Background: an optimization exercise with open tools, aiming at a short achievable clock period. Do not read the settings as production practice.
Function was not checked in any run shown here: the RTL went through the layout flow alone.
The clock cells of runs 1, 3 and 4 come from the design's own scripts or RTL, not from TritonCTS.
No driver is modelled on the clock port, so clock power and skew are understated where the tree is cut down; a real chip needs a root buffer or a tree.
Power is estimated from default activity; no workload was simulated.

## flow/flow/run.sh

```bash
#!/bin/bash
# Standard layout, with the clock tree built by flow/tree.tcl (two levels of
# clkbuf_16) instead of TritonCTS. Full output of the ORFS run goes to
# flow_standard.log in the work folder; ORFS's own per-step logs stay under orfs/logs.
set -euo pipefail
W=$(pwd)
export PRE_CTS_TCL="$W/flow/tree.tcl"
bash standard.sh > "$W/flow_standard.log" 2>&1
```

## flow/flow/tree.tcl

```tcl
# PRE_CTS hook: build a two-level clock tree by hand in place of TritonCTS.
# The clock port drives NROOT clkbuf_16 buffers; each drives the clkbuf_16
# leaf buffers of its region; each leaf drives at most LEAF_MAX flip-flops.
# Regions and leaf clusters come from recursive bisection of the flip-flop
# positions (alternating x and y at the median).

set LEAF_MAX 28
set NROOT_LEVELS 2   ;# 2 bisections -> 4 root buffers
set BUF sky130_fd_sc_hd__clkbuf_16

set db    [ord::get_db]
set block [ord::get_db_block]
set master [$db findMaster $BUF]
set clknet [$block findNet clk]

set sinks {}
foreach it [$clknet getITerms] {
  set inst [$it getInst]
  set bb [$inst getBBox]
  set x [expr {([$bb xMin] + [$bb xMax]) / 2}]
  set y [expr {([$bb yMin] + [$bb yMax]) / 2}]
  lappend sinks [list $x $y $it]
}
puts "tree.tcl: [llength $sinks] clock sinks"

proc bisect {items axis} {
  set s [lsort -integer -index $axis $items]
  set h [expr {[llength $s] / 2}]
  return [list [lrange $s 0 [expr {$h - 1}]] [lrange $s $h end]]
}

# split items until each part has at most max entries
proc split_to {items axis max} {
  if {[llength $items] <= $max} { return [list $items] }
  lassign [bisect $items $axis] a b
  set na [expr {1 - $axis}]
  return [concat [split_to $a $na $max] [split_to $b $na $max]]
}

proc split_levels {items axis levels} {
  if {$levels == 0} { return [list $items] }
  lassign [bisect $items $axis] a b
  set na [expr {1 - $axis}]
  return [concat [split_levels $a $na [expr {$levels - 1}]] [split_levels $b $na [expr {$levels - 1}]]]
}

proc centroid {items} {
  set sx 0; set sy 0
  foreach e $items { set sx [expr {$sx + [lindex $e 0]}]; set sy [expr {$sy + [lindex $e 1]}] }
  set n [llength $items]
  return [list [expr {$sx / $n}] [expr {$sy / $n}]]
}

proc place_buf {block master name x y} {
  set inst [odb::dbInst_create $block $master $name]
  set w [[$inst getMaster] getWidth]
  set h [[$inst getMaster] getHeight]
  $inst setLocation [expr {$x - $w / 2}] [expr {$y - $h / 2}]
  $inst setPlacementStatus PLACED
  return $inst
}

set regions [split_levels $sinks 0 $NROOT_LEVELS]
set r 0
set nleaf 0
foreach reg $regions {
  set leaves [split_to $reg [expr {$NROOT_LEVELS % 2}] $LEAF_MAX]
  set rnet [odb::dbNet_create $block "clknet_r$r"]
  $rnet setSigType CLOCK
  set lc {}
  foreach lf $leaves {
    lassign [centroid $lf] x y
    lappend lc [list $x $y]
    set li [place_buf $block $master "clkbuf_leaf_r${r}_$nleaf" $x $y]
    set lnet [odb::dbNet_create $block "clknet_leaf_$nleaf"]
    $lnet setSigType CLOCK
    [$li findITerm X] connect $lnet
    [$li findITerm A] connect $rnet
    foreach e $lf {
      set it [lindex $e 2]
      $it disconnect
      $it connect $lnet
    }
    incr nleaf
  }
  lassign [centroid $lc] x y
  set ri [place_buf $block $master "clkbuf_root_$r" $x $y]
  [$ri findITerm X] connect $rnet
  [$ri findITerm A] connect $clknet
  incr r
}
$clknet setSigType CLOCK
puts "tree.tcl: $r root buffers, $nleaf leaf buffers"

global_connect
set_propagated_clock [all_clocks]

# TritonCTS is replaced by the tree above
rename clock_tree_synthesis clock_tree_synthesis_unused
proc clock_tree_synthesis {args} { puts "tree.tcl: clock tree built by hand, TritonCTS skipped" }
```

## flow/standard.sh

```bash
#!/bin/bash
# synth_recipe.tcl (not shown) runs the flow's synth.tcl, then flattens the netlist and writes it again
# the make line also repeats each setting of config.mk as NAME=value (left out here)
make -C /OpenROAD-flow-scripts/flow DESIGN_CONFIG=/design/flow/config.mk WORK_HOME=/design/flow/orfs CLKGATE_MAP_FILE= SYNTH_SCRIPT=/design/flow/synth_recipe.tcl "${@:-finish}"
```

## flow/config.mk

```make
export PLATFORM = sky130hd
export DESIGN_NAME = fcp
export DESIGN_NICKNAME = fcp
export VERILOG_FILES = /design/flow/design.v
export SDC_FILE = /design/flow/constraint.sdc
export NUM_CORES = 4
export LEC_CHECK = 0
export ABC_CLOCK_PERIOD_IN_PS = 800
export CAP_MARGIN = 20
export CORE_MARGIN = 2
export CORE_UTILIZATION = 40
export PLACE_DENSITY = 0.6
export SETUP_SLACK_MARGIN = 2.5
export SLEW_MARGIN = 20
export SYNTH_HIERARCHICAL = 1
export SYNTH_MINIMUM_KEEP_SIZE = 0
```

## flow/constraint.sdc

```tcl
create_clock -name core_clock -period 4.5 [get_ports {clk}]
set_input_delay 0.9000 -clock core_clock [delete_from_list [all_inputs] [get_ports {clk}]]
set_output_delay 0.9000 -clock core_clock [all_outputs]
set_load 0.01 [all_outputs]
```

## flow/design.v

```verilog
module fcp #(
    parameter PMAX = 64                  
) (
    input  wire        clk,
    input  wire        rst,              
    input  wire        req_valid,
    input  wire [35:0] req,
    output reg         rsp_valid,
    output reg  [49:0] rsp
);
    wire [3:0]  opsel = req[35:32];
    wire [31:0] arg   = req[31:0];
    wire [7:0]  b     = arg[7:0];
    wire [15:0] s_len = arg[31:16];
    reg         st_idle, st_fill, st_emit;    
    reg  [7:0]  acc_s;       
    reg  [7:0]  acc_c;
    reg  [7:0]  t_type;
    reg  [7:0]  t_id;
    reg  [6:0]  t_len;       
    reg  [PMAX-1:0] pc;      
    reg  [6:0]  prem;        
    reg         prem1;       
    reg         prem2;       
    reg         wen;         
    reg  [7:0]  wd;
    reg  [6:0]  kh;          
    reg  [6:0]  eidx;
    reg         elast;       
    reg         sp;          
    reg  [5:0]  hc;          
    reg         hvalid;
    reg  [47:0] hdr;         
    reg  [7:0]  pbuf [0:PMAX-1];
    wire plast = wen ? prem2 : prem1;
    wire v, a_csinit, a_encst, a_encpay, a_emit, a_push, a_hdclr;
    wire acc_en, acc_init, acc_hdr;
    wire n_idle, n_fill, n_emit;
    wire g_cs, g_em, g_push, g_get, g_pack, g_unpack;
    wire [1:0] status;
    fcp_dec u_dec (
        .req_valid(req_valid), .rst(rst), .opsel(opsel), .s_len(s_len),
        .st_idle(st_idle), .st_fill(st_fill), .st_emit(st_emit),
        .hvalid(hvalid), .plast(plast), .elast(elast),
        .v(v), .a_csinit(a_csinit), .a_encst(a_encst), .a_encpay(a_encpay),
        .a_emit(a_emit), .a_push(a_push), .a_hdclr(a_hdclr),
        .acc_en(acc_en), .acc_init(acc_init), .acc_hdr(acc_hdr),
        .n_idle(n_idle), .n_fill(n_fill), .n_emit(n_emit),
        .g_cs(g_cs), .g_em(g_em), .g_push(g_push), .g_get(g_get),
        .g_pack(g_pack), .g_unpack(g_unpack), .status(status)
    );
    wire [7:0] acc_n;        
    fcp_obs u_obs (.acc_s(acc_s), .acc_c(acc_c), .acc_n(acc_n));
    wire [7:0] ebyte;
    fcp_emux u_emux (
        .kh(kh), .acc_n(acc_n), .t_type(t_type), .t_id(t_id), .t_len(t_len),
        .sp(sp), .p0(pbuf[0]), .p1(pbuf[1]), .ebyte(ebyte)
    );
    wire [47:0] data;
    fcp_rmux u_rmux (
        .g_cs(g_cs), .g_em(g_em), .g_push(g_push), .g_get(g_get),
        .g_pack(g_pack), .g_unpack(g_unpack), .acc_n(acc_n), .ebyte(ebyte),
        .elast(elast), .hc5(hc[5]), .hvalid(hvalid), .hdr(hdr), .arg(arg),
        .data(data)
    );
    always @(posedge clk) begin
        rsp_valid <= v;
        rsp       <= {status, data};
    end
    always @(posedge clk) begin
        st_idle <= n_idle;
        st_fill <= n_fill;
        st_emit <= n_emit;
    end
    wire [7:0] acc_s_d, acc_c_d;
    fcp_accn u_accn (
        .acc_s(acc_s), .acc_c(acc_c), .b(b), .type_b(arg[7:0]),
        .id_b(arg[15:8]), .len_b(s_len[7:0]), .init(acc_init), .hdr(acc_hdr),
        .acc_s_d(acc_s_d), .acc_c_d(acc_c_d)
    );
    always @(posedge clk) begin
        if (acc_en) begin
            acc_s <= acc_s_d;
            acc_c <= acc_c_d;
        end
    end
    always @(posedge clk) begin
        if (st_idle) begin
            t_type <= arg[7:0];
            t_id   <= arg[15:8];
            t_len  <= s_len[6:0];
        end
    end
    always @(posedge clk) begin
        if (st_idle) begin
            pc    <= {{(PMAX-1){1'b0}}, 1'b1};
            prem  <= s_len[6:0];
            prem1 <= (s_len[6:0] == 7'd1);
            prem2 <= (s_len[6:0] == 7'd2);
        end else if (wen) begin
            pc    <= {pc[PMAX-2:0], 1'b0};
            prem  <= prem - 7'd1;
            prem1 <= (prem == 7'd2);
            prem2 <= (prem == 7'd3);
        end
        wen <= a_encpay;
        wd  <= b;
    end
    integer i;
    always @(posedge clk) begin
        for (i = 0; i < PMAX; i = i + 1) begin
            if (sp) begin
                if (i < PMAX - 1)
                    pbuf[i] <= pbuf[i+1];
            end else if (wen && pc[i]) begin
                pbuf[i] <= wd;
            end
        end
    end
    always @(posedge clk) begin
        if (!st_emit) begin
            kh    <= 7'b0000001;
            eidx  <= 7'd0;
            elast <= 1'b0;
        end else if (a_emit) begin
            kh    <= kh[6] ? kh : {kh[5:0], 1'b0};
            eidx  <= eidx + 7'd1;
            elast <= (eidx == t_len + 7'd4);
        end
        sp <= a_emit && kh[6];
    end
    always @(posedge clk) begin
        if (rst || a_hdclr) begin
            hc     <= 6'b000001;
            hvalid <= 1'b0;
        end else if (a_push) begin
            hc <= {hc[4:0], hc[5]};
            if (hc[0]) hvalid <= 1'b0;
            if (hc[5]) hvalid <= 1'b1;
        end
    end
    genvar g;
    generate
        for (g = 0; g < 6; g = g + 1) begin : g_hdr
            always @(posedge clk)
                if (a_push && hc[g])
                    hdr[8*g +: 8] <= b;
        end
    endgenerate
endmodule
module fcp_dec (
    input  wire        req_valid,
    input  wire        rst,
    input  wire [3:0]  opsel,
    input  wire [15:0] s_len,
    input  wire        st_idle,
    input  wire        st_fill,
    input  wire        st_emit,
    input  wire        hvalid,
    input  wire        plast,
    input  wire        elast,
    output wire        v,
    output wire        a_csinit,
    output wire        a_encst,
    output wire        a_encpay,
    output wire        a_emit,
    output wire        a_push,
    output wire        a_hdclr,
    output wire        acc_en,
    output wire        acc_init,
    output wire        acc_hdr,
    output wire        n_idle,
    output wire        n_fill,
    output wire        n_emit,
    output wire        g_cs,
    output wire        g_em,
    output wire        g_push,
    output wire        g_get,
    output wire        g_pack,
    output wire        g_unpack,
    output wire [1:0]  status
);
    wire o_csinit  = (opsel == 4'h1);
    wire o_csadd   = (opsel == 4'h2);
    wire o_csfin   = (opsel == 4'h3);
    wire o_encst   = (opsel == 4'h4);
    wire o_encpay  = (opsel == 4'h5);
    wire o_encemit = (opsel == 4'h6);
    wire o_abort   = (opsel == 4'h7);
    wire o_push    = (opsel == 4'h8);
    wire o_get     = (opsel == 4'h9);
    wire o_hdclr   = (opsel == 4'hA);
    wire o_pack    = (opsel == 4'hB);
    wire o_unpack  = (opsel == 4'hC);
    wire o_ill     = (opsel[3:2] == 2'b11) && (opsel[1:0] != 2'b00);
    wire len_hi0   = ~|s_len[15:7];
    wire len_lo0   = ~|s_len[5:0];
    wire len_zero  = len_hi0 && !s_len[6] && len_lo0;
    wire len_big   = !len_hi0 || (s_len[6] && !len_lo0);
    assign v         = req_valid && !rst;
    assign a_csinit  = v && o_csinit && st_idle;
    wire   a_csadd   = v && o_csadd  && st_idle;
    assign a_encst   = v && o_encst  && st_idle && !len_big;
    assign a_encpay  = v && o_encpay && st_fill;
    assign a_emit    = v && o_encemit && st_emit;
    wire   a_abort   = v && o_abort;
    assign a_push    = v && o_push;
    assign a_hdclr   = v && o_hdclr;
    assign acc_en    = rst || a_csinit || a_encst || a_csadd || a_encpay;
    assign acc_init  = rst || o_csinit;
    assign acc_hdr   = o_encst;
    wire stay = !rst && !a_abort;
    assign n_idle = rst || a_abort
                 || (st_idle && !a_encst)
                 || (a_emit && elast);
    assign n_fill = stay && ((st_fill && !(a_encpay && plast))
                          || (a_encst && !len_zero));
    assign n_emit = stay && ((st_emit && !(a_emit && elast))
                          || (a_encpay && plast)
                          || (a_encst && len_zero));
    assign g_cs     = o_csfin && st_idle;
    assign g_em     = o_encemit && st_emit;
    assign g_push   = o_push;
    assign g_get    = o_get;
    assign g_pack   = o_pack;
    assign g_unpack = o_unpack;
    assign status[0] = ((o_csinit || o_csadd || o_csfin || o_encst) && !st_idle)
                     || (o_encpay && !st_fill)
                     || (o_encemit && !st_emit)
                     || (o_get && !hvalid)
                     || o_ill;
    assign status[1] = (o_encst && st_idle && len_big) || o_ill;
endmodule
module fcp_accn (
    input  wire [7:0] acc_s,
    input  wire [7:0] acc_c,
    input  wire [7:0] b,
    input  wire [7:0] type_b,
    input  wire [7:0] id_b,
    input  wire [7:0] len_b,
    input  wire       init,
    input  wire       hdr,
    output wire [7:0] acc_s_d,
    output wire [7:0] acc_c_d
);
    function [7:0] pp_add;
        input [7:0] x;
        input [7:0] y;
        reg   [7:0] g, p, t, g1, t1, g2, t2, g3;
        integer n;
        begin
            g = x & y;
            p = x ^ y;
            t = x | y;
            for (n = 0; n < 8; n = n + 1) begin
                if (n >= 1) begin
                    g1[n] = g[n] | ((x[n] & x[n-1]) & y[n-1])
                                 | ((y[n] & x[n-1]) & y[n-1]);
                    t1[n] = t[n] & t[n-1];
                end else begin
                    g1[n] = g[n];
                    t1[n] = t[n];
                end
            end
            for (n = 0; n < 8; n = n + 1) begin
                if (n >= 2) begin
                    g2[n] = g1[n] | (t1[n] & g1[n-2]);
                    t2[n] = t1[n] & t1[n-2];
                end else begin
                    g2[n] = g1[n];
                    t2[n] = t1[n];
                end
            end
            for (n = 0; n < 8; n = n + 1) begin
                if (n >= 4)
                    g3[n] = g2[n] | (t2[n] & g2[n-4]);
                else
                    g3[n] = g2[n];
            end
            pp_add = p ^ {g3[6:0], 1'b0};
        end
    endfunction
    function [7:0] csa_s;
        input [7:0] x;
        input [7:0] y;
        input [7:0] z;
        csa_s = x ^ y ^ z;
    endfunction
    function [7:0] csa_c;
        input [7:0] x;
        input [7:0] y;
        input [7:0] z;
        reg   [7:0] m;
        begin
            m     = (x & y) | (x & z) | (y & z);
            csa_c = {m[6:0], 1'b0};
        end
    endfunction
    wire [7:0] hs1 = csa_s(type_b, id_b, len_b);
    wire [7:0] hc1 = csa_c(type_b, id_b, len_b);
    assign acc_s_d = init ? 8'hFF : hdr ? csa_s(hs1, hc1, 8'd2) : csa_s(acc_s, acc_c, b);
    assign acc_c_d = init ? 8'h00 : hdr ? csa_c(hs1, hc1, 8'd2) : csa_c(acc_s, acc_c, b);
endmodule
module fcp_obs (
    input  wire [7:0] acc_s,
    input  wire [7:0] acc_c,
    output wire [7:0] acc_n
);
    function [7:0] pp_add;
        input [7:0] x;
        input [7:0] y;
        reg   [7:0] g, p, t, g1, t1, g2, t2, g3;
        integer n;
        begin
            g = x & y;
            p = x ^ y;
            t = x | y;
            for (n = 0; n < 8; n = n + 1) begin
                if (n >= 1) begin
                    g1[n] = g[n] | ((x[n] & x[n-1]) & y[n-1])
                                 | ((y[n] & x[n-1]) & y[n-1]);
                    t1[n] = t[n] & t[n-1];
                end else begin
                    g1[n] = g[n];
                    t1[n] = t[n];
                end
            end
            for (n = 0; n < 8; n = n + 1) begin
                if (n >= 2) begin
                    g2[n] = g1[n] | (t1[n] & g1[n-2]);
                    t2[n] = t1[n] & t1[n-2];
                end else begin
                    g2[n] = g1[n];
                    t2[n] = t1[n];
                end
            end
            for (n = 0; n < 8; n = n + 1) begin
                if (n >= 4)
                    g3[n] = g2[n] | (t2[n] & g2[n-4]);
                else
                    g3[n] = g2[n];
            end
            pp_add = p ^ {g3[6:0], 1'b0};
        end
    endfunction
    function [7:0] csa_s;
        input [7:0] x;
        input [7:0] y;
        input [7:0] z;
        csa_s = x ^ y ^ z;
    endfunction
    function [7:0] csa_c;
        input [7:0] x;
        input [7:0] y;
        input [7:0] z;
        reg   [7:0] m;
        begin
            m     = (x & y) | (x & z) | (y & z);
            csa_c = {m[6:0], 1'b0};
        end
    endfunction
    assign acc_n = ~pp_add(acc_s, acc_c);
endmodule
module fcp_emux (
    input  wire [6:0] kh,
    input  wire [7:0] acc_n,
    input  wire [7:0] t_type,
    input  wire [7:0] t_id,
    input  wire [6:0] t_len,
    input  wire       sp,
    input  wire [7:0] p0,
    input  wire [7:0] p1,
    output wire [7:0] ebyte
);
    localparam [7:0] PROTO_VER = 8'h03;
    wire [7:0] pay_head = sp ? p1 : p0;
    assign ebyte = ({8{kh[0]}} & acc_n)
                 | ({8{kh[1]}} & PROTO_VER)
                 | ({8{kh[2]}} & t_type)
                 | ({8{kh[3]}} & t_id)
                 | ({8{kh[4]}} & {1'b0, t_len})
                 | ({8{kh[6]}} & pay_head);
endmodule
module fcp_rmux (
    input  wire        g_cs,
    input  wire        g_em,
    input  wire        g_push,
    input  wire        g_get,
    input  wire        g_pack,
    input  wire        g_unpack,
    input  wire [7:0]  acc_n,
    input  wire [7:0]  ebyte,
    input  wire        elast,
    input  wire        hc5,
    input  wire        hvalid,
    input  wire [47:0] hdr,
    input  wire [31:0] arg,
    output wire [47:0] data
);
    wire [31:0] pack_w   = {arg[27:6], arg[5:0], 4'b0000};
    wire [31:0] unpack_w = {arg[2:0], arg[3], arg[31:10], arg[9:4]};
    assign data = ({48{g_cs}}     & {40'd0, acc_n})
                | ({48{g_em}}     & {39'd0, elast, ebyte})
                | ({48{g_push}}   & {47'd0, hc5})
                | ({48{g_get}}    & (hdr & {48{hvalid}}))
                | ({48{g_pack}}   & {16'd0, pack_w})
                | ({48{g_unpack}} & {16'd0, unpack_w});
endmodule
```

==> out/metrics.yaml, run 1 <==
status:
  status: "no timing/DRC/antenna violations"
global_route:
  grt.total_usage: 0.1662
  grt_pass1_vias: 18865
  grtUsageMet3: 0.01790
  grt-busiest-layer: "met2"
  antenna_found_initial: 0
  gr-usage-met2: 0.2792
  grtUsageMet1: 0.2343
  overflow: 0
  grt_max_degree: 122
  grt_first_pass_wirelength_um: 106200
finish:
  multi_input_area_um2: 8775
  antennaDiodeCount: 0
  drive_gt1_frac: 0.08730
  fillCellCount: 6875
  register_area_um2: 21270
  syn2layout_area_growth_pct: 10.71
  post-route-util: 0.4468
  nets: 2725
power_and_ir_drop:
  power_frac_seq: 0.649
  power_frac_clock: 0.290
  p_per_area_nw_per_um2: 347.1
  p_sw_mw: 2.441
  combPwrFrac: 0.061
  switching_share: 0.2076
  leakagePower_nw: 12.76
  peakVddDrop_mv: 0.2967
  intPower_mw: 9.316
critical_path:
  crit_type: "reg2reg"
  arrival_ps: 2530
  required_ps: 4760
  max_stage_delay_ps: 440
  critPathTopFamily: "compound AO/OA/AOI/OAI gates"
  slowest_stage: "edfxtp_1"
  cp.depth: 10
  endpoint_kind: "flop"
  worst_setup_path_start_kind: "flop"
  reg2reg_depth: 10
  worst-path-buf-inv: 2
  crit_chain: "inv_1 -> ha_4 -> nor3b_4 -> nor3_2 -> buf_4 -> xor2_1 -> a22oi_1 -> o211ai_1 -> a222oi_1 -> nand2_1"
  crit_path_max_fanout: 4
yosys:
  yosys_warnings: 11
  synth_area_um2: 30600
  avgSynthCellArea_um2: 11.65
  postSynthCellCount: 2627
sta:
  fin_tns_setup_ps: 0
  finalCriticalPeriod_ps: 2270
  skew_ps: 19.20
  slew_headroom: 0.5281
  worst_pin_slew_ps: 705.2
  rsz0062_at_grt: "true"
  finalCritPeriodShare: 0.5045
  setup_viol: 0
  timing_hold_violations_final: 0
  drv_slew: 0
  fmax_ghz: 0.4405
routing:
  drt_iter0_markers: 1492
  drc_errors: 0
  wire_per_inst_um: 18.54
  vias: 18669
  totalWireLength_um: 67180
  via_per_inst: 5.151
  first_pass_iters: 7
  ant_nets: 0
floorplanning:
  io_pins: 90
  initial_utilization: 0.4035
  placeableCoreArea_um2: 75820
  rows: 101
  die_area_um2: 78720
  die_h_um: 280.6
  die_w_um: 280.6
hold_path:
  min_path_type: "reg2reg"
  holdPathStages: 2
placed_design:
  place_congestion: 0.8892
  port_buffers: 89
  post-dp-hpwl_um: 39630
cts:
  cts_hold_buf: 0
  clkTransAtPathRegs_ps: 100
  clkLatencyLatePin_ps: 390
job:
  maxCapViolations: 0
power by group through the flow:
stage	clock network, mW	logic, mW	registers, mW
detailed placement	0	0.615	7.79
global route	3.72	0.793	7.63
finish	3.41	0.721	7.63
global placement	0	0.601	7.79
floorplan	0	0.357	7.78
CTS	3.50	0.685	7.63
sequential cells by signal, indices dropped and copies added (netlist names), 6 cells and up:
register  count
prem          7
t_type        8
pc           64
t_len         7
kh            7
acc_c         8
hdr          48
acc_s         8
t_id          8
wd            8
eidx          7
hc            6
rsp          50
pbuf        512
per-layer routing:
| metal | wire length [µm] | vias to the layer above |
|---|---|---|
| met5 | 0 | - |
| met1 | 30850 | 9307 |
| met2 | 31860 | 423 |
| met4 | 1334 | 0 |
| met3 | 3137 | 69 |
| li1 | - | 8870 |
path summary, 6_finish.rpt:
check | from | endpoint | slack (ps)
worst min-delay path | hdr[11]$_DFFE_PP_ | rsp[11]$_DFF_P_ | 460
worst max-delay path | acc_s[1]$_DFFE_PP_ | rsp[3]$_DFF_P_ | 2230
worst min register to register | hdr[11]$_DFFE_PP_ | rsp[11]$_DFF_P_ | 460
worst max register to register | acc_s[1]$_DFFE_PP_ | rsp[3]$_DFF_P_ | 2230
metrics by stage:
| stage | cells | hold WS (ps) | total power, mW | setup WS (ps) | cell area, µm² |
|---|---|---|---|---|---|
| 6_report | 3624 | 463.6 | 11.76 | 2230 | 33880 |
| 5_1_grt | 3624 | 491.3 | 12.15 | 2106 | 33880 |
| 4_1_cts | 3613 | 470.7 | 11.81 | 2263 | 33610 |
| 3_5_place_dp | 3540 | 442.0 | 8.405 | 1099 | 32200 |
| 3_3_place_gp | 3540 | 437.4 | 8.390 | 1151 | 32200 |
| 2_1_floorplan | 2627 | 409.3 | 8.140 | 2197 | 30680 |
cells in the final DEF, fill, tap and decap left out, types with 40 or more instances in the layout:
cell,instances
mux2i_1,81
a21o_1,65
a22oi_1,42
nor2_1,98
edfxtp_1,608
buf_4,50
nand2_1,1061
dfxtp_1,147
inv_1,46
nand3_1,40
dlygate4sd2_1,50
area by class of cell:
| type | count | area share |
|---|---|---|
| Buffer | 36 | 0.02659 |
| Inverter | 52 | 0.005910 |
| Multi-Input combinational cell | 1642 | 0.2590 |
| Sequential cell | 758 | 0.6279 |
| Tap cell | 978 | 0.03612 |
| Timing Repair Buffer | 158 | 0.04440 |
tightest hold or removal path: cells and delay by family, from the launching register on:
kind          cells  cell delay [ps]
flops             1              330
simple gates      2              120
what timing repair did:
item	in CTS	in global routing
hold endpoints to repair	0	0
resized for setup	280	67
cloned	5	2
setup endpoints to repair	1112	122
buffers inserted	32	9
pin swaps	44	29
==> run 2, diff against run 1 <==
==> flow/run.sh (new file) <==
#!/bin/bash
# synth_recipe.tcl (not shown) runs the flow's synth.tcl, then flattens the netlist and writes it again
# the make line also repeats each setting of config.mk as NAME=value (left out here)
make -C /OpenROAD-flow-scripts/flow DESIGN_CONFIG=/design/flow/config.mk WORK_HOME=/design/flow/orfs CLKGATE_MAP_FILE= SYNTH_SCRIPT=/design/flow/synth_recipe.tcl finish
removed: flow/flow/run.sh
removed: flow/flow/tree.tcl
removed: flow/standard.sh
==> run 2 against run 1 <==
  * Still clean on timing, DRC and antenna
  * First-iteration DRC count up 20%
  * Design area up 4.9%
  * Hold slack worse by 4.2 ps
  * Global-route usage up 0.80 points
  * Critical path depth down 1
  * Combinational power down 2%
  * Power up 27%
  * Wire length up 2.4%
  * Synthesized area unchanged
  * Sequential cell count unchanged
  * Core utilization up 2.2 points
  * Maximum frequency down 0.15%
  * Critical endpoint is now rsp[6]$_DFF_P_
  * Largest power group unchanged
  * Highest routed layer unchanged
==> out/metrics.yaml, run 2 <==
finish:
  final_cell_mix: "nand2_1, edfxtp_1, dfxtp_1"  # unchanged
  fillCellCount: 6731  # was 6,875
  post-route-util: 0.4687  # was 0.4468
  largest-register: "pbuf"  # unchanged
  nets: 2758  # was 2,725
  fin_area_um2: 35540  # was 33,880 µm²
  multi_input_area_um2: 8712  # was 8775 µm²
  register_area_um2: 21320  # was 21,270 µm²
  final_common_cell: "nand2_1"  # unchanged
  reg_top3: "pbuf (512), pc (64), rsp (50)"  # unchanged
  antennaDiodeCount: 0  # unchanged
  largest_register_ffs: 512  # unchanged
  syn2layout_area_growth_pct: 16.16  # was 10.71%
  drive_gt1_frac: 0.1354  # was 0.08730
placed_design:
  port_buffers: 89  # unchanged
  post-dp-hpwl_um: 39630  # unchanged
  place_area_um2: 32200  # unchanged
  place_congestion: 0.8892  # unchanged
floorplanning:
  rows: 101  # unchanged
  die_w_um: 280.6  # unchanged
  io_pins: 90  # unchanged
  die_area_um2: 78720  # unchanged
  initial_utilization: 0.4035  # unchanged
  die_h_um: 280.6  # unchanged
  placeableCoreArea_um2: 75820  # unchanged
critical_path:
  crit_type: "reg2reg"  # unchanged
  r2r_start: "acc_s[1]$_DFFE_PP_"  # unchanged
  required_ps: 5020  # was 4760 ps
  arrival_ps: 2800  # was 2530 ps
  timing.critical_path.from: "acc_s[1]$_DFFE_PP_"  # unchanged
  regToRegEndpoint: "rsp[6]$_DFF_P_"  # was rsp[3]$_DFF_P_
  reg2reg_depth: 9  # was 10
  worst_setup_path_start_kind: "flop"  # unchanged
  reg2reg_slack_ps: 2230  # about the same
  critPathCapture: "rsp[6]$_DFF_P_"  # was rsp[3]$_DFF_P_
  endpoint_kind: "flop"  # unchanged
  crit_path_max_fanout: 4  # unchanged
cts:
  cts.sinks: 758
  root_buffer: "clkbuf_16"
  cts_hold_buf: 0  # unchanged
  clkLatencyLatePin_ps: 640  # was 390 ps
  numCtsBuffers: 79
  cts_tree: "done"
  clkTransAtPathRegs_ps: 60  # was 100 ps
  htree_levels: 3
  clock_path_buffers: 3
global_route:
  grt_pass1_vias: 19327  # was 18,865
  grt.total_usage: 0.1742  # was 0.1662
  grt_first_pass_wirelength_um: 108500  # was 106,200 µm
  grt_max_degree: 122  # unchanged
  antenna_found_initial: 0  # unchanged
  overflow: 0  # unchanged
sta:
  drv_slew: 0  # unchanged
  fin_tns_setup_ps: 0  # unchanged
  timing_hold_violations_final: 0  # unchanged
  worst_pin_slew_ps: 837.5  # was 705.2 ps
  fmax_ghz: 0.4398  # was 0.4405 GHz
  holdWs_ps: 459.4  # was 463.6 ps
  finalCritPeriodShare: 0.5053  # was 0.5045
  skew_ps: 26.10  # was 19.20 ps
  finalCriticalPeriod_ps: 2274  # was 2270 ps
  rsz0062_at_grt: "true"  # unchanged
  slew_headroom: 0.4417  # was 0.5281
  setup_viol: 0  # unchanged
power_and_ir_drop:
  leakagePower_nw: 13.49  # was 12.76 nW
  p_per_area_nw_per_um2: 421.0  # was 347.1 nW/µm²
  peakVddDrop_mv: 0.2972  # was 0.2967 mV
routing:
  first_pass_iters: 5  # was 7
  drc_errors: 0  # unchanged
  drt_iter0_markers: 1783  # was 1,492
  vias: 19041  # was 18,669
  ant_nets: 0  # unchanged
  via_per_inst: 5.112  # was 5.151
  wire_per_inst_um: 18.47  # was 18.54 µm
  totalWireLength_um: 68790  # was 67,180 µm
hold_path:
  min_from: "hdr[22]$_DFFE_PP_"  # was hdr[11]$_DFFE_PP_
  min_path_type: "reg2reg"  # unchanged
yosys:
  avgSynthCellArea_um2: 11.65  # unchanged
  postSynthCellCount: 2627  # unchanged
  yosys_warnings: 11  # unchanged
  synth_area_um2: 30600  # unchanged
status:
  status: "no timing/DRC/antenna violations"  # unchanged
job:
  maxCapViolations: 0  # unchanged
run 2: final cells by class:
| cell class | instances | share of cell area |
|---|---|---|
| timing repair buffer | 148 | 0.04027 |
| tap | 978 | 0.03443 |
| clock inverter | 35 | 0.01077 |
| sequential | 758 | 0.5999 |
| multi-input combinational | 1642 | 0.2451 |
| clock buffer | 112 | 0.06400 |
| inverter | 52 | 0.005492 |
run 2: layer usage:
layer | share of wire | routed length, µm | GRT usage
met4 | 0.032 | 2181 | 0.06294
met2 | 0.46 | 31730 | 0.2782
met5 | 0 | 0 | 0
met3 | 0.054 | 3740 | 0.03039
met1 | 0.45 | 31130 | 0.2391
run 2: where the power goes:
group          total (mW)  switching (mW)  internal (mW)
clock network        6.62            2.81           3.81
logic               0.704           0.433          0.271
registers            7.64          0.0369           7.60
run 2: critical path, cell delays in order (launching register included):
cell      delay (ps)
edfxtp_1         430
buf_6            160
o211a_4          250
o21ai_2          190
a31o_2           200
o311ai_2         180
a22oi_1          290
o211ai_1         180
a22oi_1          190
nand3_1          100
run 2: worst min-delay path by stage:
| stage | end | slack, ps | cells after the start |
|---|---|---|---|
| 4_1_cts | rsp[22]$_DFF_P_ | 460 | 2 |
| 5_1_grt | rsp[22]$_DFF_P_ | 490 | 2 |
| 6_report | rsp[22]$_DFF_P_ | 460 | 2 |
| 2_1_floorplan | pbuf[63][0]$_DFFE_PP_ | 410 | 0 |
| 3_3_place_gp | pbuf[63][7]$_DFFE_PP_ | 440 | 0 |
| 3_5_place_dp | pbuf[63][2]$_DFFE_PP_ | 440 | 0 |
run 2: what timing repair did:
item                        CTS  global route
setup endpoints to repair  1114           210
hold endpoints to repair      0             0
gates resized for setup     377            67
setup buffers                24             8
pin swaps                    21            29
cloned                        5             1
run 2: per-stage QoR:
| stage | power (mW) | setup WS [ps] | instances |
|---|---|---|---|
| 3_5_place_dp | 8.405 | 1099 | 3540 |
| 2_1_floorplan | 8.140 | 2197 | 2627 |
| 6_report | 14.96 | 2226 | 3725 |
| 3_3_place_gp | 8.390 | 1151 | 3540 |
| 4_1_cts | 15.06 | 2267 | 3716 |
| 5_1_grt | 15.43 | 2084 | 3725 |
==> run 3, diff against run 2 <==
--- a/flow/design.v
+++ b/flow/design.v
@@ -38,3 +38,3 @@
     wire n_idle, n_fill, n_emit;
-    wire g_cs, g_em, g_push, g_get, g_pack, g_unpack;
+    wire g_acc, g_eb, g_em, g_push, g_get, g_pack, g_unpack;
     wire [1:0] status;
@@ -43,9 +43,13 @@
         .st_idle(st_idle), .st_fill(st_fill), .st_emit(st_emit),
-        .hvalid(hvalid), .plast(plast), .elast(elast),
+        .hvalid(hvalid), .plast(plast), .elast(elast), .kh0(kh[0]),
         .v(v), .a_csinit(a_csinit), .a_encst(a_encst), .a_encpay(a_encpay),
         .a_emit(a_emit), .a_push(a_push), .a_hdclr(a_hdclr),
-        .acc_en(acc_en), .acc_init(acc_init), .acc_hdr(acc_hdr),
         .n_idle(n_idle), .n_fill(n_fill), .n_emit(n_emit),
-        .g_cs(g_cs), .g_em(g_em), .g_push(g_push), .g_get(g_get),
-        .g_pack(g_pack), .g_unpack(g_unpack), .status(status)
+        .g_acc(g_acc), .g_eb(g_eb), .g_em(g_em), .g_push(g_push),
+        .g_get(g_get), .g_pack(g_pack), .g_unpack(g_unpack), .status(status)
+    );
+    fcp_accen u_accen (
+        .req_valid(req_valid), .rst(rst), .opsel(opsel), .s_len(s_len),
+        .st_idle(st_idle), .st_fill(st_fill),
+        .acc_en(acc_en), .acc_init(acc_init), .acc_hdr(acc_hdr)
     );
@@ -55,12 +59,13 @@
     fcp_emux u_emux (
-        .kh(kh), .acc_n(acc_n), .t_type(t_type), .t_id(t_id), .t_len(t_len),
+        .kh(kh), .t_type(t_type), .t_id(t_id), .t_len(t_len),
         .sp(sp), .p0(pbuf[0]), .p1(pbuf[1]), .ebyte(ebyte)
     );
-    wire [47:0] data;
+    wire [47:0] rest, data;
     fcp_rmux u_rmux (
-        .g_cs(g_cs), .g_em(g_em), .g_push(g_push), .g_get(g_get),
-        .g_pack(g_pack), .g_unpack(g_unpack), .acc_n(acc_n), .ebyte(ebyte),
+        .g_eb(g_eb), .g_em(g_em), .g_push(g_push), .g_get(g_get),
+        .g_pack(g_pack), .g_unpack(g_unpack), .ebyte(ebyte),
         .elast(elast), .hc5(hc[5]), .hvalid(hvalid), .hdr(hdr), .arg(arg),
-        .data(data)
+        .data(rest)
     );
+    fcp_fin u_fin (.g_acc(g_acc), .acc_n(acc_n), .rest(rest), .data(data));
     always @(posedge clk) begin
@@ -161,2 +166,3 @@
     input  wire        elast,
+    input  wire        kh0,
     output wire        v,
@@ -168,5 +174,2 @@
     output wire        a_hdclr,
-    output wire        acc_en,
-    output wire        acc_init,
-    output wire        acc_hdr,
     output wire        n_idle,
@@ -174,3 +177,4 @@
     output wire        n_emit,
-    output wire        g_cs,
+    output wire        g_acc,
+    output wire        g_eb,
     output wire        g_em,
@@ -208,5 +212,2 @@
     assign a_hdclr   = v && o_hdclr;
-    assign acc_en    = rst || a_csinit || a_encst || a_csadd || a_encpay;
-    assign acc_init  = rst || o_csinit;
-    assign acc_hdr   = o_encst;
     wire stay = !rst && !a_abort;
@@ -220,3 +221,4 @@
                           || (a_encst && len_zero));
-    assign g_cs     = o_csfin && st_idle;
+    assign g_acc    = (o_csfin && st_idle) || (o_encemit && st_emit && kh0);
+    assign g_eb     = o_encemit && st_emit && !kh0;
     assign g_em     = o_encemit && st_emit;
@@ -233,2 +235,22 @@
 endmodule
+module fcp_accen (
+    input  wire        req_valid,
+    input  wire        rst,
+    input  wire [3:0]  opsel,
+    input  wire [15:0] s_len,
+    input  wire        st_idle,
+    input  wire        st_fill,
+    output wire        acc_en,
+    output wire        acc_init,
+    output wire        acc_hdr
+);
+    wire len_big = (|s_len[15:7]) || (s_len[6] && (|s_len[5:0]));
+    wire v       = req_valid && !rst;
+    assign acc_en   = rst
+                   || (v && st_idle && (opsel == 4'h1 || opsel == 4'h2
+                                        || (opsel == 4'h4 && !len_big)))
+                   || (v && st_fill && opsel == 4'h5);
+    assign acc_init = rst || (opsel == 4'h1);
+    assign acc_hdr  = (opsel == 4'h4);
+endmodule
 module fcp_accn (
@@ -365,3 +387,2 @@
     input  wire [6:0] kh,
-    input  wire [7:0] acc_n,
     input  wire [7:0] t_type,
@@ -376,4 +397,3 @@
     wire [7:0] pay_head = sp ? p1 : p0;
-    assign ebyte = ({8{kh[0]}} & acc_n)
-                 | ({8{kh[1]}} & PROTO_VER)
+    assign ebyte = ({8{kh[1]}} & PROTO_VER)
                  | ({8{kh[2]}} & t_type)
@@ -384,3 +404,3 @@
 module fcp_rmux (
-    input  wire        g_cs,
+    input  wire        g_eb,
     input  wire        g_em,
@@ -390,3 +410,2 @@
     input  wire        g_unpack,
-    input  wire [7:0]  acc_n,
     input  wire [7:0]  ebyte,
@@ -401,4 +420,4 @@
     wire [31:0] unpack_w = {arg[2:0], arg[3], arg[31:10], arg[9:4]};
-    assign data = ({48{g_cs}}     & {40'd0, acc_n})
-                | ({48{g_em}}     & {39'd0, elast, ebyte})
+    assign data = ({48{g_eb}}     & {40'd0, ebyte})
+                | ({48{g_em}}     & {39'd0, elast, 8'd0})
                 | ({48{g_push}}   & {47'd0, hc5})
@@ -408 +427,9 @@
 endmodule
+module fcp_fin (
+    input  wire        g_acc,
+    input  wire [7:0]  acc_n,
+    input  wire [47:0] rest,
+    output wire [47:0] data
+);
+    assign data = {rest[47:8], rest[7:0] | (acc_n & {8{g_acc}})};
+endmodule
==> flow/flow/run.sh (new file) <==
#!/bin/bash
# Standard layout, with the clock tree built by flow/tree.tcl (two levels of
# clkbuf_16) instead of TritonCTS. Full output of the ORFS run goes to
# flow_standard.log in the work folder; ORFS's own per-step logs stay under orfs/logs.
set -euo pipefail
W=$(pwd)
export PRE_CTS_TCL="$W/flow/tree.tcl"
bash standard.sh > "$W/flow_standard.log" 2>&1
==> flow/flow/tree.tcl (new file) <==
# PRE_CTS hook: build a two-level clock tree by hand in place of TritonCTS.
# The clock port drives NROOT clkbuf_16 buffers; each drives the clkbuf_16
# leaf buffers of its region; each leaf drives at most LEAF_MAX flip-flops.
# Regions and leaf clusters come from recursive bisection of the flip-flop
# positions (alternating x and y at the median).

set LEAF_MAX 28
set NROOT_LEVELS 2   ;# 2 bisections -> 4 root buffers
set BUF sky130_fd_sc_hd__clkbuf_16

set db    [ord::get_db]
set block [ord::get_db_block]
set master [$db findMaster $BUF]
set clknet [$block findNet clk]

# Port buffers: the flow leaves delay cells (clkdlybuf4s50_1) at the ports;
# use plain buffers so the port paths start fast.
foreach bt [$block getBTerms] {
  set net [$bt getNet]
  if {[$net getName] == "clk"} continue
  foreach it [$net getITerms] {
    set inst [$it getInst]
    if {[$bt getIoType] == "INPUT"} {
      replace_cell [$inst getName] sky130_fd_sc_hd__buf_8
    } else {
      replace_cell [$inst getName] sky130_fd_sc_hd__buf_4
    }
  }
}

set sinks {}
foreach it [$clknet getITerms] {
  set inst [$it getInst]
  set bb [$inst getBBox]
  set x [expr {([$bb xMin] + [$bb xMax]) / 2}]
  set y [expr {([$bb yMin] + [$bb yMax]) / 2}]
  lappend sinks [list $x $y $it]
}
puts "tree.tcl: [llength $sinks] clock sinks"

proc bisect {items axis} {
  set s [lsort -integer -index $axis $items]
  set h [expr {[llength $s] / 2}]
  return [list [lrange $s 0 [expr {$h - 1}]] [lrange $s $h end]]
}

# split items until each part has at most max entries
proc split_to {items axis max} {
  if {[llength $items] <= $max} { return [list $items] }
  lassign [bisect $items $axis] a b
  set na [expr {1 - $axis}]
  return [concat [split_to $a $na $max] [split_to $b $na $max]]
}

proc split_levels {items axis levels} {
  if {$levels == 0} { return [list $items] }
  lassign [bisect $items $axis] a b
  set na [expr {1 - $axis}]
  return [concat [split_levels $a $na [expr {$levels - 1}]] [split_levels $b $na [expr {$levels - 1}]]]
}

proc centroid {items} {
  set sx 0; set sy 0
  foreach e $items { set sx [expr {$sx + [lindex $e 0]}]; set sy [expr {$sy + [lindex $e 1]}] }
  set n [llength $items]
  return [list [expr {$sx / $n}] [expr {$sy / $n}]]
}

proc place_buf {block master name x y} {
  set inst [odb::dbInst_create $block $master $name]
  set w [[$inst getMaster] getWidth]
  set h [[$inst getMaster] getHeight]
  $inst setLocation [expr {$x - $w / 2}] [expr {$y - $h / 2}]
  $inst setPlacementStatus PLACED
  return $inst
}

set regions [split_levels $sinks 0 $NROOT_LEVELS]
set r 0
set nleaf 0
foreach reg $regions {
  set leaves [split_to $reg [expr {$NROOT_LEVELS % 2}] $LEAF_MAX]
  set rnet [odb::dbNet_create $block "clknet_r$r"]
  $rnet setSigType CLOCK
  set lc {}
  foreach lf $leaves {
    lassign [centroid $lf] x y
    lappend lc [list $x $y]
    set li [place_buf $block $master "clkbuf_leaf_r${r}_$nleaf" $x $y]
    set lnet [odb::dbNet_create $block "clknet_leaf_$nleaf"]
    $lnet setSigType CLOCK
    [$li findITerm X] connect $lnet
    [$li findITerm A] connect $rnet
    foreach e $lf {
      set it [lindex $e 2]
      $it disconnect
      $it connect $lnet
    }
    incr nleaf
  }
  lassign [centroid $lc] x y
  set ri [place_buf $block $master "clkbuf_root_$r" $x $y]
  [$ri findITerm X] connect $rnet
  [$ri findITerm A] connect $clknet
  incr r
}
$clknet setSigType CLOCK
puts "tree.tcl: $r root buffers, $nleaf leaf buffers"

global_connect
set_propagated_clock [all_clocks]

# TritonCTS is replaced by the tree above
rename clock_tree_synthesis clock_tree_synthesis_unused
proc clock_tree_synthesis {args} { puts "tree.tcl: clock tree built by hand, TritonCTS skipped" }
==> flow/standard.sh (new file) <==
#!/bin/bash
# synth_recipe.tcl (not shown) runs the flow's synth.tcl, then flattens the netlist and writes it again
# the make line also repeats each setting of config.mk as NAME=value (left out here)
make -C /OpenROAD-flow-scripts/flow DESIGN_CONFIG=/design/flow/config.mk WORK_HOME=/design/flow/orfs CLKGATE_MAP_FILE= SYNTH_SCRIPT=/design/flow/synth_recipe.tcl "${@:-finish}"
removed: flow/run.sh
==> run 3 against run 2 <==
  * Global-route usage down 0.83 points
  * Worst setup slack gained 4.7 ps
  * Power decreased by 22%
  * Core utilization fell by 2.7 points
  * Clock power decreased by 48%
  * Highest routed layer unchanged
  * Synthesized area is 1.2% higher
  * Sequential cell count stayed put
  * Clock skew is 3.3 ps higher
  * Synthesized cell count increased by 1.5%
  * Critical path depth shrank 2
  * First-iteration DRC count down 20%
  * Via count shrank 1.6%
==> out/metrics.yaml, run 3 <==
status:
  status: "no timing/DRC/antenna violations"  # unchanged
global_route:
  grt.total_usage: 0.1659  # was 0.1742
  antenna_found_initial: 0  # unchanged
  overflow: 0  # unchanged
  grt_pass1_vias: 19076  # was 19,327
  grt_first_pass_wirelength_um: 106500  # was 108,500 µm
  grt_max_degree: 125  # was 122
floorplanning:
  placeableCoreArea_um2: 77080  # was 75,820 µm²
  die_w_um: 282.2  # was 280.6 µm
  die_area_um2: 79650  # was 78,720 µm²
  io_pins: 90  # unchanged
  initial_utilization: 0.4017  # was 0.4035
  die_h_um: 282.2  # was 280.6 µm
  rows: 102  # was 101
finish:
  fin_area_um2: 34060  # was 35,540 µm²
  final_common_cell: "nand2_1"  # unchanged
  syn2layout_area_growth_pct: 10.01  # was 16.16%
  reg_top3: "pbuf (512), pc (64), rsp (50)"  # unchanged
  final_cell_mix: "nand2_1, edfxtp_1, dfxtp_1"  # unchanged
  antennaDiodeCount: 0  # unchanged
  final_cells: 3686  # was 3,725
  largest_register_ffs: 512  # unchanged
  drive_gt1_frac: 0.09751  # was 0.1354
  nets: 2725  # was 2,758
  largest-register: "pbuf"  # unchanged
critical_path:
  crit_path_max_fanout: 8  # was 4
  required_ps: 4620  # was 5020 ps
  endpoint_kind: "flop"  # unchanged
  slowest_stage: "or4_1"  # was edfxtp_1
  max_stage_delay_ps: 520  # was 430 ps
  worst-path-buf-inv: 4  # was 1
  crit_top_cell: "buf_12"  # was a22oi_1
  critPathTopFamily: "simple AND/OR/NAND/NOR gates"  # was compound AO/OA/AOI/OAI gates
  crit_chain: "buf_8 -> buf_12 -> or4_1 -> o31a_1 -> o211ai_4 -> buf_4 -> buf_12"  # was buf_6 -> o211a_4 -> o21ai_2 -> a31o_2 -> o311ai_2 -> a22oi_1 -> o211ai_1 -> a22oi_1 -> nand3_1
  reg2reg_slack_ps: 2610  # was 2230 ps
  arrival_ps: 2390  # was 2800 ps
  crit_type: "in2reg"  # was reg2reg
  worst_setup_path_start_kind: "input port"  # was flop
placed_design:
  dp_cells: 3611  # was 3,540
  post-dp-hpwl_um: 39350  # was 39,630 µm
  place_congestion: 0.8686  # was 0.8892
  port_buffers: 89  # unchanged
  place_area_um2: 32440  # was 32,200 µm²
power_and_ir_drop:
  leakagePower_nw: 12.83  # was 13.49 nW
  peakVddDrop_mv: 0.2593  # was 0.2972 mV
  p_total_mw: 11.71  # was 14.96 mW
  p_per_area_nw_per_um2: 343.7  # was 421.0 nW/µm²
sta:
  finalCriticalPeriod_ps: 2269  # was 2274 ps
  worst_pin_slew_ps: 741.4  # was 837.5 ps
  fin_tns_setup_ps: 0  # unchanged
  rsz0062_at_grt: "true"  # unchanged
  slew_headroom: 0.5030  # was 0.4417
  timing_hold_violations_final: 0  # unchanged
  setup_viol: 0  # unchanged
  holdWs_ps: 472.7  # was 459.4 ps
  finalCritPeriodShare: 0.5043  # was 0.5053
  fmax_ghz: 0.4407  # was 0.4398 GHz
  skew_ps: 29.41  # was 26.10 ps
  drv_slew: 0  # unchanged
yosys:
  synth_area_um2: 30960  # was 30,600 µm²
  avgSynthCellArea_um2: 11.61  # was 11.65 µm²
  yosys_warnings: 11  # unchanged
  postSynthCellCount: 2666  # was 2,627
routing:
  first_pass_iters: 5  # unchanged
  via_per_inst: 5.084  # was 5.112
  drt_iter0_markers: 1431  # was 1,783
  totalWireLength_um: 66930  # was 68,790 µm
  ant_nets: 0  # unchanged
  vias: 18739  # was 19,041
  wire_per_inst_um: 18.16  # was 18.47 µm
  drc_errors: 0  # unchanged
cts:
  clkTransAtPathRegs_ps: 90  # was 60 ps
  clkLatencyLatePin_ps: 400  # was 640 ps
hold_path:
  min_path_type: "reg2reg"  # unchanged
job:
  maxCapViolations: 0  # unchanged
[run 3: changes by cell type in the layout (fill, tap and decap cells not counted), moves of 17 or more]
cell	before	now
clkbuf_16	82	37
clkinv_2	17	0
dfxtp_1	109	147
buf_2	21	0
dfxtp_2	37	0
buf_6	50	11
clkbuf_1	19	0
buf_4	37	91
buf_8	1	40
[run 3: metal layers]
metal	vias up	track usage	routed length, µm
met4	0	0.03053	1411
met2	436	0.2832	31870
met5	-	0	0
met1	9370	0.2303	30280
met3	80	0.01933	3367
li1	8853	-	-
[run 3: cell type report]
cell class	count	area (µm²)
inverter	55	206.4
fill	7158	43020
buffer	36	900.9
sequential	758	21270
tap	1040	1301
timing repair buffer	159	1808
multi-input combinational	1638	8576
[run 3: report_power, final]
group / leakage (nW) / internal [mW] / switching [mW]
Combinational: 5.65 / 0.258 / 0.380
Sequential: 6.74 / 7.59 / 0.0464
Clock: 0.444 / 1.44 / 1.99
[run 3: what timing repair did]
| item | in CTS | in global routing |
|---|---|---|
| pin swaps | 8 | 8 |
| hold buffers | 0 | 0 |
| gates resized for setup | 30 | 20 |
| setup buffers | 16 | 17 |
| gates cloned | 4 | 2 |
| hold endpoints to repair | 0 | 0 |
| setup endpoints to repair | 977 | 131 |
[run 3: path summary, 6_finish.rpt]
check,to,from,cells past startpoint
worst max-delay path,acc_c[5]$_DFFE_PP_,req[17],7
worst max register to register,pbuf[7][3]$_DFFE_PP_,sp$_DFF_P_,3
worst min-delay path,rsp[30]$_DFF_P_,hdr[30]$_DFFE_PP_,2
worst min register to register,rsp[30]$_DFF_P_,hdr[30]$_DFFE_PP_,2
[run 3: through the flow]
step                      utilization  setup slack, ps
after global routing           0.4419             2237
after detailed placement       0.4209             1102
final                          0.4419             2231
after CTS                      0.4387             2262
after global placement         0.4209             1224
after floorplan                     -             2076
[run 3: tightest hold or removal path, cell delays in order, from the launching register on]
cell and delay (ps):
edfxtp_1 330, nand3_1 70, nand2_1 50
==> run 4, diff against run 3 <==
--- a/flow/design.v
+++ b/flow/design.v
@@ -17,2 +17,5 @@
     reg  [7:0]  acc_c;
+    reg         acc_sv;      
+    reg  [7:0]  hdr_s;       
+    reg  [7:0]  hdr_c;       
     reg  [7:0]  t_type;
@@ -36,3 +39,3 @@
     wire v, a_csinit, a_encst, a_encpay, a_emit, a_push, a_hdclr;
-    wire acc_en, acc_init, acc_hdr;
+    wire acc_en, acc_init, acc_add;
     wire n_idle, n_fill, n_emit;
@@ -40,4 +43,7 @@
     wire [1:0] status;
+    wire len_big, len_zero;
+    fcp_len u_len (.s_len(s_len), .len_big(len_big), .len_zero(len_zero));
     fcp_dec u_dec (
-        .req_valid(req_valid), .rst(rst), .opsel(opsel), .s_len(s_len),
+        .req_valid(req_valid), .rst(rst), .opsel(opsel),
+        .len_big(len_big), .len_zero(len_zero),
         .st_idle(st_idle), .st_fill(st_fill), .st_emit(st_emit),
@@ -51,8 +57,9 @@
     fcp_accen u_accen (
-        .req_valid(req_valid), .rst(rst), .opsel(opsel), .s_len(s_len),
-        .st_idle(st_idle), .st_fill(st_fill),
-        .acc_en(acc_en), .acc_init(acc_init), .acc_hdr(acc_hdr)
+        .req_valid(req_valid), .rst(rst), .opsel(opsel),
+        .st_idle(st_idle), .st_fill(st_fill), .acc_sv(acc_sv),
+        .acc_en(acc_en), .acc_init(acc_init), .acc_add(acc_add)
     );
     wire [7:0] acc_n;        
-    fcp_obs u_obs (.acc_s(acc_s), .acc_c(acc_c), .acc_n(acc_n));
+    wire [7:0] eff_s, eff_c;
+    fcp_obs u_obs (.acc_s(eff_s), .acc_c(eff_c), .acc_n(acc_n));
     wire [7:0] ebyte;
@@ -80,7 +87,13 @@
     wire [7:0] acc_s_d, acc_c_d;
+    assign eff_s = acc_sv ? hdr_s : acc_s;
+    assign eff_c = acc_sv ? hdr_c : acc_c;
+    wire [7:0] hdr_s_d, hdr_c_d;
     fcp_accn u_accn (
-        .acc_s(acc_s), .acc_c(acc_c), .b(b), .type_b(arg[7:0]),
-        .id_b(arg[15:8]), .len_b(s_len[7:0]), .init(acc_init), .hdr(acc_hdr),
+        .acc_s(eff_s), .acc_c(eff_c), .b(b), .init(acc_init), .add(acc_add),
         .acc_s_d(acc_s_d), .acc_c_d(acc_c_d)
     );
+    fcp_hsum u_hsum (
+        .type_b(arg[7:0]), .id_b(arg[15:8]), .len_b(s_len[7:0]),
+        .hdr_s(hdr_s_d), .hdr_c(hdr_c_d)
+    );
     always @(posedge clk) begin
@@ -90,2 +103,7 @@
         end
+        acc_sv <= a_encst;
+        if (st_idle) begin
+            hdr_s <= hdr_s_d;
+            hdr_c <= hdr_c_d;
+        end
     end
@@ -159,3 +177,4 @@
     input  wire [3:0]  opsel,
-    input  wire [15:0] s_len,
+    input  wire        len_big,
+    input  wire        len_zero,
     input  wire        st_idle,
@@ -199,6 +218,2 @@
     wire o_ill     = (opsel[3:2] == 2'b11) && (opsel[1:0] != 2'b00);
-    wire len_hi0   = ~|s_len[15:7];
-    wire len_lo0   = ~|s_len[5:0];
-    wire len_zero  = len_hi0 && !s_len[6] && len_lo0;
-    wire len_big   = !len_hi0 || (s_len[6] && !len_lo0);
     assign v         = req_valid && !rst;
@@ -239,17 +254,13 @@
     input  wire [3:0]  opsel,
-    input  wire [15:0] s_len,
     input  wire        st_idle,
     input  wire        st_fill,
+    input  wire        acc_sv,
     output wire        acc_en,
     output wire        acc_init,
-    output wire        acc_hdr
+    output wire        acc_add
 );
-    wire len_big = (|s_len[15:7]) || (s_len[6] && (|s_len[5:0]));
-    wire v       = req_valid && !rst;
-    assign acc_en   = rst
-                   || (v && st_idle && (opsel == 4'h1 || opsel == 4'h2
-                                        || (opsel == 4'h4 && !len_big)))
-                   || (v && st_fill && opsel == 4'h5);
-    assign acc_init = rst || (opsel == 4'h1);
-    assign acc_hdr  = (opsel == 4'h4);
+    wire v = req_valid && !rst;
+    assign acc_add  = v && ((st_idle && opsel == 4'h2) || (st_fill && opsel == 4'h5));
+    assign acc_init = rst || (v && st_idle && opsel == 4'h1);
+    assign acc_en   = acc_init || acc_sv || acc_add;
 endmodule
@@ -259,7 +270,4 @@
     input  wire [7:0] b,
-    input  wire [7:0] type_b,
-    input  wire [7:0] id_b,
-    input  wire [7:0] len_b,
     input  wire       init,
-    input  wire       hdr,
+    input  wire       add,
     output wire [7:0] acc_s_d,
@@ -320,6 +328,69 @@
     endfunction
+    assign acc_s_d = init ? 8'hFF : add ? csa_s(acc_s, acc_c, b) : acc_s;
+    assign acc_c_d = init ? 8'h00 : add ? csa_c(acc_s, acc_c, b) : acc_c;
+endmodule
+module fcp_hsum (
+    input  wire [7:0] type_b,
+    input  wire [7:0] id_b,
+    input  wire [7:0] len_b,
+    output wire [7:0] hdr_s,
+    output wire [7:0] hdr_c
+);
+    function [7:0] pp_add;
+        input [7:0] x;
+        input [7:0] y;
+        reg   [7:0] g, p, t, g1, t1, g2, t2, g3;
+        integer n;
+        begin
+            g = x & y;
+            p = x ^ y;
+            t = x | y;
+            for (n = 0; n < 8; n = n + 1) begin
+                if (n >= 1) begin
+                    g1[n] = g[n] | ((x[n] & x[n-1]) & y[n-1])
+                                 | ((y[n] & x[n-1]) & y[n-1]);
+                    t1[n] = t[n] & t[n-1];
+                end else begin
+                    g1[n] = g[n];
+                    t1[n] = t[n];
+                end
+            end
+            for (n = 0; n < 8; n = n + 1) begin
+                if (n >= 2) begin
+                    g2[n] = g1[n] | (t1[n] & g1[n-2]);
+                    t2[n] = t1[n] & t1[n-2];
+                end else begin
+                    g2[n] = g1[n];
+                    t2[n] = t1[n];
+                end
+            end
+            for (n = 0; n < 8; n = n + 1) begin
+                if (n >= 4)
+                    g3[n] = g2[n] | (t2[n] & g2[n-4]);
+                else
+                    g3[n] = g2[n];
+            end
+            pp_add = p ^ {g3[6:0], 1'b0};
+        end
+    endfunction
+    function [7:0] csa_s;
+        input [7:0] x;
+        input [7:0] y;
+        input [7:0] z;
+        csa_s = x ^ y ^ z;
+    endfunction
+    function [7:0] csa_c;
+        input [7:0] x;
+        input [7:0] y;
+        input [7:0] z;
+        reg   [7:0] m;
+        begin
+            m     = (x & y) | (x & z) | (y & z);
+            csa_c = {m[6:0], 1'b0};
+        end
+    endfunction
     wire [7:0] hs1 = csa_s(type_b, id_b, len_b);
     wire [7:0] hc1 = csa_c(type_b, id_b, len_b);
-    assign acc_s_d = init ? 8'hFF : hdr ? csa_s(hs1, hc1, 8'd2) : csa_s(acc_s, acc_c, b);
-    assign acc_c_d = init ? 8'h00 : hdr ? csa_c(hs1, hc1, 8'd2) : csa_c(acc_s, acc_c, b);
+    assign hdr_s = csa_s(hs1, hc1, 8'd2);
+    assign hdr_c = csa_c(hs1, hc1, 8'd2);
 endmodule
@@ -435 +506,29 @@
 endmodule
+module fcp_len (
+    input  wire [15:0] s_len,
+    output wire        len_big,
+    output wire        len_zero
+);
+    wire n1, n2, n3, n4, n5, hi_any, lo_any;
+    fcp_nor3  u_n1 (.a(s_len[15]), .b(s_len[14]), .c(s_len[13]), .y(n1));
+    fcp_nor3  u_n2 (.a(s_len[12]), .b(s_len[11]), .c(s_len[10]), .y(n2));
+    fcp_nor3  u_n3 (.a(s_len[9]),  .b(s_len[8]),  .c(s_len[7]),  .y(n3));
+    fcp_nor3  u_n4 (.a(s_len[5]),  .b(s_len[4]),  .c(s_len[3]),  .y(n4));
+    fcp_nor3  u_n5 (.a(s_len[2]),  .b(s_len[1]),  .c(s_len[0]),  .y(n5));
+    fcp_nand3 u_hi (.a(n1), .b(n2), .c(n3), .y(hi_any));      
+    fcp_nand2 u_lo (.a(n4), .b(n5), .y(lo_any));             
+    fcp_a21o  u_bg (.a1(s_len[6]), .a2(lo_any), .b1(hi_any), .x(len_big));
+    fcp_nor3  u_z  (.a(hi_any), .b(s_len[6]), .c(lo_any), .y(len_zero));
+endmodule
+module fcp_nor3 (input wire a, input wire b, input wire c, output wire y);
+    assign y = ~(a | b | c);
+endmodule
+module fcp_nand3 (input wire a, input wire b, input wire c, output wire y);
+    assign y = ~(a & b & c);
+endmodule
+module fcp_nand2 (input wire a, input wire b, output wire y);
+    assign y = ~(a & b);
+endmodule
+module fcp_a21o (input wire a1, input wire a2, input wire b1, output wire x);
+    assign x = (a1 & a2) | b1;
+endmodule
--- a/flow/config.mk
+++ b/flow/config.mk
@@ -12,3 +12,3 @@
 export PLACE_DENSITY = 0.6
-export SETUP_SLACK_MARGIN = 2.5
+export SETUP_SLACK_MARGIN = 2.75
 export SLEW_MARGIN = 20
==> run 4 against run 3 <==
  * Sequential share of layout area fell by 2.9 points
  * Largest power group unchanged
  * Critical path type is now reg2reg
  * Worst setup slack improved by 84 ps
  * Design area rose by 7.6%
  * Clock power rose by 1%
==> out/metrics.yaml, run 4 <==
sta:
  timing_hold_violations_final: 0  # unchanged
  drv_slew: 0  # unchanged
  fmax_ghz: 0.4575  # was 0.4407 GHz
  slew_headroom: 0.2409  # was 0.5030
  rsz0062_at_grt: "true"  # unchanged
  finalCriticalPeriod_ps: 2186  # was 2269 ps
  worst_pin_slew_ps: 1137  # was 741.4 ps
  finalCritPeriodShare: 0.4857  # was 0.5043
  fin_tns_setup_ps: 0  # unchanged
  setup_viol: 0  # unchanged
  skew_ps: 30.08  # was 29.41 ps
finish:
  drive_gt1_frac: 0.1871  # was 0.09751
  reg_top3: "pbuf (512), pc (64), rsp (50)"  # unchanged
  largest-register: "pbuf"  # unchanged
  antennaDiodeCount: 0  # unchanged
  register_area_um2: 21840  # was 21,270 µm²
  final_cells: 3797  # was 3,686
  syn2layout_area_growth_pct: 15.65  # was 10.01%
  largest_register_ffs: 512  # unchanged
  final_cell_mix: "nand2_1, edfxtp_1, dfxtp_1"  # unchanged
  fillCellCount: 6999  # was 7,158
  fin_area_um2: 36660  # was 34,060 µm²
  multi_input_area_um2: 9507  # was 8576 µm²
  final_common_cell: "nand2_1"  # unchanged
  post-route-util: 0.4655  # was 0.4419
  nets: 2826  # was 2,725
routing:
  drt_iter0_markers: 1656  # was 1,431
  totalWireLength_um: 75900  # was 66,930 µm
  via_per_inst: 5.223  # was 5.084
  vias: 19833  # was 18,739
  first_pass_iters: 8  # was 5
  ant_nets: 0  # unchanged
  wire_per_inst_um: 19.99  # was 18.16 µm
  drc_errors: 0  # unchanged
placed_design:
  place_area_um2: 33290  # was 32,440 µm²
  port_buffers: 89  # unchanged
  place_congestion: 0.8341  # was 0.8686
  post-dp-hpwl_um: 39200  # was 39,350 µm
  dp_cells: 3648  # was 3,611
critical_path:
  reg2reg_slack_ps: 2310  # was 2610 ps
  crit_chain: "buf_12 -> mux2_4 -> o211a_4 -> o31ai_2 -> o211ai_1 -> xnor2_1 -> a21o_1"  # was buf_8 -> buf_12 -> or4_1 -> o31a_1 -> o211ai_4 -> buf_4 -> buf_12
  reg2reg_depth: 7  # was 3
  endpoint_kind: "flop"  # unchanged
  cp.depth: 7  # unchanged
  slowest_stage: "dfxtp_4"  # was or4_1
  max_stage_delay_ps: 440  # was 520 ps
  required_ps: 4800  # was 4620 ps
  arrival_ps: 2490  # was 2390 ps
  worst_setup_path_start_kind: "flop"  # was input port
  worst-path-buf-inv: 1  # was 4
  crit_type: "reg2reg"  # was in2reg
  r2r_start: "acc_sv$_DFF_P_"  # was sp$_DFF_P_
  crit_path_max_fanout: 8  # unchanged
  critPathTopFamily: "compound AO/OA/AOI/OAI gates"  # was simple AND/OR/NAND/NOR gates
  regToRegEndpoint: "rsp[7]$_DFF_P_"  # was pbuf[7][3]$_DFFE_PP_
global_route:
  antenna_found_initial: 1  # was 0
  grt_pass1_vias: 19289  # was 19,076
  grt_first_pass_wirelength_um: 115300  # was 106,500 µm
  grt_max_degree: 109  # was 125
  overflow: 0  # unchanged
  grt.total_usage: 0.1770  # was 0.1659
status:
  status: "no timing/DRC/antenna violations"  # unchanged
floorplanning:
  placeableCoreArea_um2: 78740  # was 77,080 µm²
  io_pins: 90  # unchanged
  die_h_um: 285.5  # was 282.2 µm
  initial_utilization: 0.4025  # was 0.4017
  die_w_um: 285.5  # was 282.2 µm
  rows: 103  # was 102
  die_area_um2: 81510  # was 79,650 µm²
power_and_ir_drop:
  peakVddDrop_mv: 0.3253  # was 0.2593 mV
  p_per_area_nw_per_um2: 326.7  # was 343.7 nW/µm²
  p_total_mw: 11.98  # was 11.71 mW
  leakagePower_nw: 13.62  # was 12.83 nW
hold_path:
  min_path_type: "reg2reg"  # unchanged
  holdPathStages: 2  # unchanged
  min_from: "hdr[26]$_DFFE_PP_"  # was hdr[30]$_DFFE_PP_
  min_to: "rsp[26]$_DFF_P_"  # was rsp[30]$_DFF_P_
yosys:
  synth_area_um2: 31700  # was 30,960 µm²
  postSynthCellCount: 2705  # was 2,666
  avgSynthCellArea_um2: 11.72  # was 11.61 µm²
  yosys_warnings: 12  # was 11
job:
  maxCapViolations: 0  # unchanged
cts:
  clkTransAtPathRegs_ps: 100  # was 90 ps
  clkLatencyLatePin_ps: 400  # about the same
run 4: timing repair:
action                                 in CTS  in global routing
resized for setup                         200                134
setup endpoints to repair                1251                305
gates cloned                               22                  9
buffers inserted                           50                 32
pin swaps                                  32                 39
hold buffers                                0                  0
endpoints found under the hold margin       0                  0
run 4: how the worst max path moves through the flow:
stage | startpoint | to | slack (ps)
finish | acc_sv$_DFF_P_ | rsp[7]$_DFF_P_ | 2310
global route | acc_sv$_DFF_P_ | rsp[7]$_DFF_P_ | 2310
CTS | acc_sv$_DFF_P_ | rsp[7]$_DFF_P_ | 2330
detailed placement | req[33] | eidx[6]$_SDFFE_PN0P_ | 1140
global placement | req[33] | eidx[6]$_SDFFE_PN0P_ | 1230
floorplan | req[33] | acc_c[2]$_DFFE_PP_ | 2250
run 4: through the flow:
| stage | hold WS [ps] | setup WS (ps) |
|---|---|---|
| after floorplan | 409.3 | 2249 |
| after global placement | 442.3 | 1229 |
| after detailed placement | 439.4 | 1139 |
| after CTS | 483.2 | 2328 |
| after global routing | 501.1 | 2314 |
| final | 478.1 | 2314 |
run 4: worst min-delay path, stage by stage, from the launching register on:
cell and delay, ps:
edfxtp_1 330, nand3_1 70, nand2_1 60
run 4: layout make-up:
cell class	count	share of cell area
multi-input cells	1668	0.2593
inverters	60	0.007919
flip-flops and latches	775	0.5959
well taps	1050	0.03584
repair buffers	208	0.07642
plain buffers	36	0.02458
run 4: where the power goes:
| group | total (mW) | switching [mW] | internal (mW) |
|---|---|---|---|
| Combinational | 0.681 | 0.403 | 0.277 |
| Sequential | 7.82 | 0.0410 | 7.78 |
| Clock | 3.47 | 2.03 | 1.44 |
| Total | 12.0 | 2.47 | 9.50 |
run 4: layer usage:
metal,track usage,wire length (µm),vias to the layer above
li1,-,-,9131
met1,0.2561,33790,9963
met2,0.2933,35900,638
met3,0.01651,4469,101
met4,0.03285,1738,0
met5,0,0,-

==> static timing again, ports no longer ideal <==
No port has a modelled driver above. Below, the same layouts with a new extraction and two added sets of constraints. Step 1 (the two cells are an assumption about what drives the block):
set clk [get_ports {clk}]
set_driving_cell -lib_cell sky130_fd_sc_hd__clkbuf_16 $clk
set_driving_cell -lib_cell sky130_fd_sc_hd__buf_2 [delete_from_list [all_inputs] $clk]
Step 2 moves the port delays by t, midway between the first and last clock arrival at a register: inputs arrive t later, outputs are due t later. That takes back most of the time a late clock gives input paths. Three values: ideal ports, drivers, drivers and shift; two values: the first two.
run | t, ns | setup slack, ns | worst setup path at the end | slew at the worst register clock pin (ns) | cell pins on the clock port's net
run 1 | 0.505 | 2.230 / 2.230 / 2.090 | input to register | 0.10 / 0.10 | 4
run 2 | 0.697 | 2.226 / 2.226 / 1.835 | input to register | 0.07 / 0.07 | 1
run 3 | 0.506 | 2.231 / 2.313 / 1.807 | input to register | 0.10 / 0.10 | 4
run 4 | 0.512 | 2.314 / 2.314 / 1.931 | input to register | 0.10 / 0.10 | 4
After both steps setup and hold are still met in every run listed. The setup slack of run 3, which loses most, moves by +0.082 ns with the drivers and by -0.424 ns with both steps.
